Background: an optimization exercise with open tools, aiming at small area and few clock cycles. Do not read the settings as production practice.
The RTL was checked by simulation tests, not by an equivalence proof against the original design.
Power and IR drop assume default switching activity.

[design/flow/config.mk]
export PLATFORM = sky130hd
export DESIGN_NAME = mpd_core
export DESIGN_NICKNAME = mpd_core
export VERILOG_FILES = /design/flow/design.v
export SDC_FILE = /design/flow/constraint.sdc
export NUM_CORES = 4
export LEC_CHECK = 0
export ABC_AREA = 1
export CAP_MARGIN = 20
export CORE_MARGIN = 2
export CORE_UTILIZATION = 40
export SLEW_MARGIN = 20
[design/flow/constraint.sdc]
create_clock -name core_clock -period 8.0 [get_ports {clk}]
set_input_delay 1.6000 -clock core_clock [delete_from_list [all_inputs] [get_ports {clk}]]
set_output_delay 1.6000 -clock core_clock [all_outputs]
set_load 0.01 [all_outputs]
[design/flow/design.v]
module mpd_core (
    input  wire        clk,
    input  wire        rst,         
    input  wire        step,        
    input  wire        load,        
    input  wire [8:0]  load_len,
    input  wire [7:0]  sw,          
    output wire        ready,
    output wire [7:0]  imem_addr,
    input  wire [15:0] imem_data,
    output wire [7:0]  rs_out,
    output wire        halted,
    input  wire [4:0]  dbg_sel,
    output reg  [7:0]  dbg_data
);
    localparam [2:0] I_AC = 3'd4, I_PC = 3'd5, I_RS = 3'd6, I_SP = 3'd7;
    localparam [4:0] OP_ADD = 5'h00, OP_SUB = 5'h01, OP_INC = 5'h02, OP_DEC = 5'h03,
                     OP_CPL = 5'h04, OP_AND = 5'h05, OP_OR  = 5'h06, OP_XOR = 5'h07,
                     OP_RR  = 5'h08, OP_RL  = 5'h09, OP_CALL = 5'h16, OP_RET = 5'h17,
                     OP_JZ  = 5'h18, OP_STORE = 5'h19, OP_LOAD = 5'h1A, OP_OUT = 5'h1B,
                     OP_IN  = 5'h1C, OP_SET = 5'h1D, OP_JMP = 5'h1E, OP_MOV = 5'h1F;
    reg [7:0] rf  [0:7];    
    reg [7:0] mem [0:15];
    reg       zf;
    reg [8:0] len;          
    wire [7:0] pc = rf[I_PC];
    assign ready     = 1'b1;
    assign imem_addr = pc;
    assign rs_out    = rf[I_RS];
    assign halted    = ({1'b0, pc} >= len);
    wire [4:0] op   = imem_data[12:8];
    wire [3:0] dn   = imem_data[7:4];
    wire [3:0] sn   = imem_data[3:0];
    wire [7:0] data = imem_data[7:0];
    wire       d_ok = (dn < 4'd8);      
    wire       s_ok = (sn < 4'd8);
    wire [2:0] di   = dn[2:0];
    wire [2:0] si   = sn[2:0];
    wire [7:0] pc_next = pc + 8'd1;
    wire [7:0] a = (di == I_PC) ? pc_next : rf[di];
    wire [7:0] b = (si == I_PC) ? pc_next : rf[si];
    reg [7:0] alu_r;
    always @(*) begin
        case (op)
            OP_ADD:  alu_r = a + b;
            OP_SUB:  alu_r = a - b;
            OP_INC:  alu_r = a + 8'd1;
            OP_DEC:  alu_r = a - 8'd1;
            OP_CPL:  alu_r = ~a;
            OP_AND:  alu_r = a & b;
            OP_OR:   alu_r = a | b;
            OP_XOR:  alu_r = a ^ b;
            OP_RR:   alu_r = {1'b0, a[7:1]};
            OP_RL:   alu_r = {a[6:0], 1'b0};
            default: alu_r = 8'h00;
        endcase
    end
    reg       wr_en;
    reg [2:0] wr_idx;
    reg [7:0] wr_val;
    reg       z_en;
    reg       m_en;
    reg       pc_set;
    reg [7:0] pc_val;
    always @(*) begin
        wr_en  = 1'b0;
        wr_idx = di;
        wr_val = alu_r;
        z_en   = 1'b0;
        m_en   = 1'b0;
        pc_set = 1'b0;
        pc_val = data;
        case (op)
            OP_ADD, OP_SUB, OP_AND, OP_OR, OP_XOR: begin
                wr_en = d_ok && s_ok;
                z_en  = d_ok && s_ok;
            end
            OP_INC, OP_DEC, OP_CPL, OP_RR, OP_RL: begin
                wr_en = d_ok;
                z_en  = d_ok;
            end
            OP_MOV: begin
                wr_en  = d_ok && s_ok;
                wr_val = b;
            end
            OP_LOAD: begin
                wr_en  = d_ok && s_ok;
                wr_val = mem[b[3:0]];
            end
            OP_STORE: begin
                m_en = d_ok && s_ok;
            end
            OP_SET: begin
                wr_en  = 1'b1;
                wr_idx = I_AC;
                wr_val = data;
            end
            OP_IN: begin
                wr_en  = 1'b1;
                wr_idx = I_AC;
                wr_val = sw;
            end
            OP_OUT: begin
                wr_en  = 1'b1;
                wr_idx = I_RS;
                wr_val = rf[I_AC];
            end
            OP_JMP: begin
                pc_set = 1'b1;
            end
            OP_JZ: begin
                pc_set = zf;
            end
            OP_CALL: begin
                wr_en  = 1'b1;
                wr_idx = I_SP;
                wr_val = pc_next;
                pc_set = 1'b1;
            end
            OP_RET: begin
                pc_set = 1'b1;
                pc_val = rf[I_SP];
            end
            default: ;
        endcase
    end
    wire do_step = step && !halted;
    integer i;
    always @(posedge clk) begin
        if (rst) begin
            for (i = 0; i < 8; i = i + 1)
                rf[i] <= 8'h00;
            for (i = 0; i < 16; i = i + 1)
                mem[i] <= 8'h00;
            zf <= 1'b0;
        end else if (load) begin
            len      <= load_len;
            rf[I_PC] <= 8'h00;
        end else if (do_step) begin
            if (wr_en)
                rf[wr_idx] <= wr_val;
            if (z_en)
                zf <= (alu_r == 8'h00);
            if (m_en)
                mem[a[3:0]] <= b;
            if (pc_set)
                rf[I_PC] <= pc_val;
            else if (!(wr_en && wr_idx == I_PC))
                rf[I_PC] <= pc_next;
        end
    end
    always @(*) begin
        case (dbg_sel[4:3])
            2'b00:   dbg_data = rf[dbg_sel[2:0]];
            2'b01: begin
                case (dbg_sel[2:0])
                    3'd0:    dbg_data = {7'b0, zf};
                    3'd1:    dbg_data = len[7:0];
                    3'd2:    dbg_data = {7'b0, len[8]};
                    default: dbg_data = 8'h00;
                endcase
            end
            default: dbg_data = mem[dbg_sel[3:0]];
        endcase
    end
endmodule
[design/flow/run.sh]
#!/bin/bash
# synth_recipe.tcl (not shown) runs the flow's synth.tcl, then flattens the netlist and writes it again
# the make line also repeats each setting of config.mk as NAME=value (left out here)
make -C /OpenROAD-flow-scripts/flow DESIGN_CONFIG=/design/flow/config.mk WORK_HOME=/design/flow/orfs CLKGATE_MAP_FILE= SYNTH_SCRIPT=/design/flow/synth_recipe.tcl finish
==> results by group <==
Clock tree
  • Root Driver: clkbuf_16
  • H-tree level count: 1
  • Post-CTS Resized: 0
  • Hold-fix buffers, CTS: 0
  • Worst skew pair latency: 0.54 ns
  • Total CTS buffers: 25
  • Clock transition at the registers of the reported paths: 0.06 ns
  • CTS sink cnt: 202
  • TritonCTS clock tree: yes
  • Setup repair bufs after CTS: 0
  • CTS max path bufs: 3

Detailed routing
  • Via/cell ratio: 5.922
  • Routed WL: 53.65 mm
  • # DRC: 0
  • Drt wl/cell: 22.88 µm
  • Via Count: 13887
  • ANT nets after route: 0
  • Initial drt markers: 2012
  • DRT Pass-1 Iters: 6

Layout
  • Most common cell after layout, fill and taps aside: nand2_1
  • Antenna Cells: 0
  • Register area: 6056 µm²
  • Utilization after layout: 45.55%
  • Area of the multi-input gates: 6701 µm²
  • Number of fillers in the final layout: 3533
  • Share of cells above drive strength 1: 7.037%
  • Fin nets: 1949
  • Post-route cell area: 15810 µm²
  • Area growth from synthesis to layout: 11.42%
  • Commonest non-fill, non-tap cells in the layout: nand2_1 (393), nor2_1 (264), inv_1 (204), edfxtp_1 (201), nand3_1 (187)

Die
  • Width of the die: 192.4 µm
  • Die area: 37000 µm²
  • Chip Height: 192.4 µm
  • Row cnt: 68
  • Core area: 34710 µm²
  • Initial core utilization: 40.88%
  • I/O pin count: 68

Setup path
  • CP peak stage delay: 0.53 ns
  • Startpoint Class: input port
  • Worst Setup End Kind: output port
  • Crit path DAT: 4.69 ns
  • Worst EP required: 6.40 ns
  • Levels on crit path: 8
  • Largest fanout on the critical path: 50
  • Cell family with most CP delay: buffers and inverters
  • Crit path cell chain: clkdlybuf4s50_1 > buf_4 > nor2_2 > inv_1 > o221ai_1 > o221ai_1 > o311ai_0 > clkdlybuf4s50_1
  • Kind of critical path: input port to output port
  • Buf+Inv Stages, Crit Path: 4
  • Worst reg2reg setup slack: 3.58 ns
  • Worst reg-to-reg path cell count: 23
  • Crit path max-delay cell type: inv_1

STA
  • RSZ-0062 raised after global routing: false
  • Fin. max-slew vios: 0
  • Slew @ Worst Pin: 1.082 ns
  • Final hold slack: 0.4687 ns
  • Setup TNS: 0 ns
  • Final setup viols: 0
  • Final Cycle Share: 78.67%
  • Final Hold Fails: 0
  • Clock Skews: 0.01946 ns
  • Period minus WS final: 6.294 ns
  • Fmax achieved: 158.9 MHz
  • Rel. slew slack: 27.59%
  • Final setup margin: 1.706 ns

Place
  • Pre-CTS setup slack: 1.777 ns
  • RD Place Congestion: 0.9406
  • DP HPWL: 37.38 mm
  • IO buf count: 63
  • DP Area: 14970 µm²

Global route
  • First-pass GRT wire length: 79.01 mm
  • Vias in the first global route: 12720
  • Initial antenna violation count: 0
  • Total gr overflow: 0
  • Total track usage: 28.80%
  • Largest net degree at the start of global routing: 78

Logic synthesis
  • #FFs+latches synth: 202
  • Average size of a mapped cell: 7.621 µm²
  • Post-synthesis instance area: 14190 µm²
  • Sequential share of the synthesized area: 42.67%
  • Synth Flop Type: edfxtp_1
  • Total nets after synthesis: 1938
  • Yosys cell types: 52
  • Number of flops mapped to enable cells by yosys: 201
  • Cell count after synthesis: 1862
  • Yosys Warn Count: 1
  • Asr flop ratio synth: 0%

Min path
  • Hold path depth: 2
  • Worst min path class: flop to flop

Power and ir drop
  • Peak supply drop: 170.8 µV
  • PD cells: 194.4 nW/µm²
  • Static Leak: 6.382 nW

Job
  • Max Cap Violations: 0

Status
  • Status: finished clean
[sequential cells by signal, summed over array words and instances (netlist names)]
| register | flops |
|---|---|
| mem | 128 |
| rf | 64 |
| zf | 1 |
| len | 9 |
[synth_stat cells (all sizes together) (4+ instances only)]
cell / instances / area [µm²]
o21ai: 143 / 715.7
buf: 60 / 437.9
nand3: 197 / 1051
o211ai: 49 / 382.9
clkbuf: 42 / 157.7
o22ai: 7 / 43.79
nor2: 273 / 1064
a21oi: 116 / 580.6
nor3: 13 / 108.9
ha: 33 / 412.9
o221ai: 40 / 350.3
a221oi: 4 / 35.03
nand2: 409 / 1573
nand4: 13 / 81.33
or2: 6 / 37.54
edfxtp: 201 / 6036
o2111ai: 8 / 70.07
inv: 222 / 835.8
[where the power goes]
group	switching, W	internal [W]
registers	0.0000314	0.00120
clock network	0.000479	0.000705
logic	0.000470	0.000187
total	0.000981	0.00209
[final timing paths]
kind / from / end
setup / recovery: dbg_sel[1] / dbg_data[0]
hold / removal: zf$_SDFFE_PP0P_ / zf$_SDFFE_PP0P_
setup reg to reg: rf[5][0]$_DFFE_PP_ / rf[5][7]$_DFFE_PP_
hold reg to reg: zf$_SDFFE_PP0P_ / zf$_SDFFE_PP0P_
[kinds of logic after synthesis]
| group | Yosys count | synth area share [%] |
|---|---|---|
| xor+xnor | 4 | 0.2469 |
| flops | 202 | 42.67 |
| buf+inv | 326 | 10.14 |
| simple gates | 916 | 27.84 |
| fa+ha+maj | 34 | 3.051 |
| compound gates | 379 | 16.02 |
| other cells | 1 | 0.02642 |
[worst min-delay path, delay by kind of cell (launching register included)]
kind | cells | cell delay [ns]
compound gates | 1 | 0.06
flops | 1 | 0.31
simple gates | 1 | 0.06
[through the flow]
step	total power [W]	cells
4_1_cts	0.003067	2345
3_5_place_dp	0.001890	2301
6_report	0.003074	2345
3_3_place_gp	0.001881	2301
2_1_floorplan	0.001668	1862
5_1_grt	0.003176	2345
[per-layer routing]
metal | GRT usage [%] | up-vias | share of wire (%)
met3 | 5.328 | 141 | 11
met5 | 0 | - | 0
met4 | 10.92 | 0 | 4.2
li1 | - | 6354 | -
met2 | 42.52 | 906 | 42
met1 | 41.74 | 6486 | 42
[layout make-up]
type                    instances  share of cell area [%]
clock buffers                  26                   3.980
repair buffers                 86                   5.049
well taps                     455                   3.601
multi-input cells            1334                   42.38
inverters                     224                   5.334
flip-flops and latches        202                   38.30
clock inverters                18                   1.353
Testbench counts, summed over its fixed seeds: cycles 16,064.

[re-timing with driven ports]
The flow's constraints put no driver on any port. The routed layout listed below was extracted and timed again, unchanged, in two steps. Step 1 assumes that a clkbuf_16 drives the clock port and a buf_2 every other input. Step 2 moves the port delays by t, midway between the first and last clock arrival at a register: inputs arrive t later, outputs are due t later. That takes back most of the time a late clock gives input paths. Slacks: ideal ports / drivers / drivers and shift; pairs: ideal ports / drivers.
t, ns: 0.577
setup WS [ns]: 1.706 / 1.682 / 1.682
latest minus earliest clock arrival (ns): 0.020 / 0.020
After both steps this run still meets setup and hold. For this run, drivers alone change the setup slack by -0.024 ns; drivers and shift together by -0.024 ns.
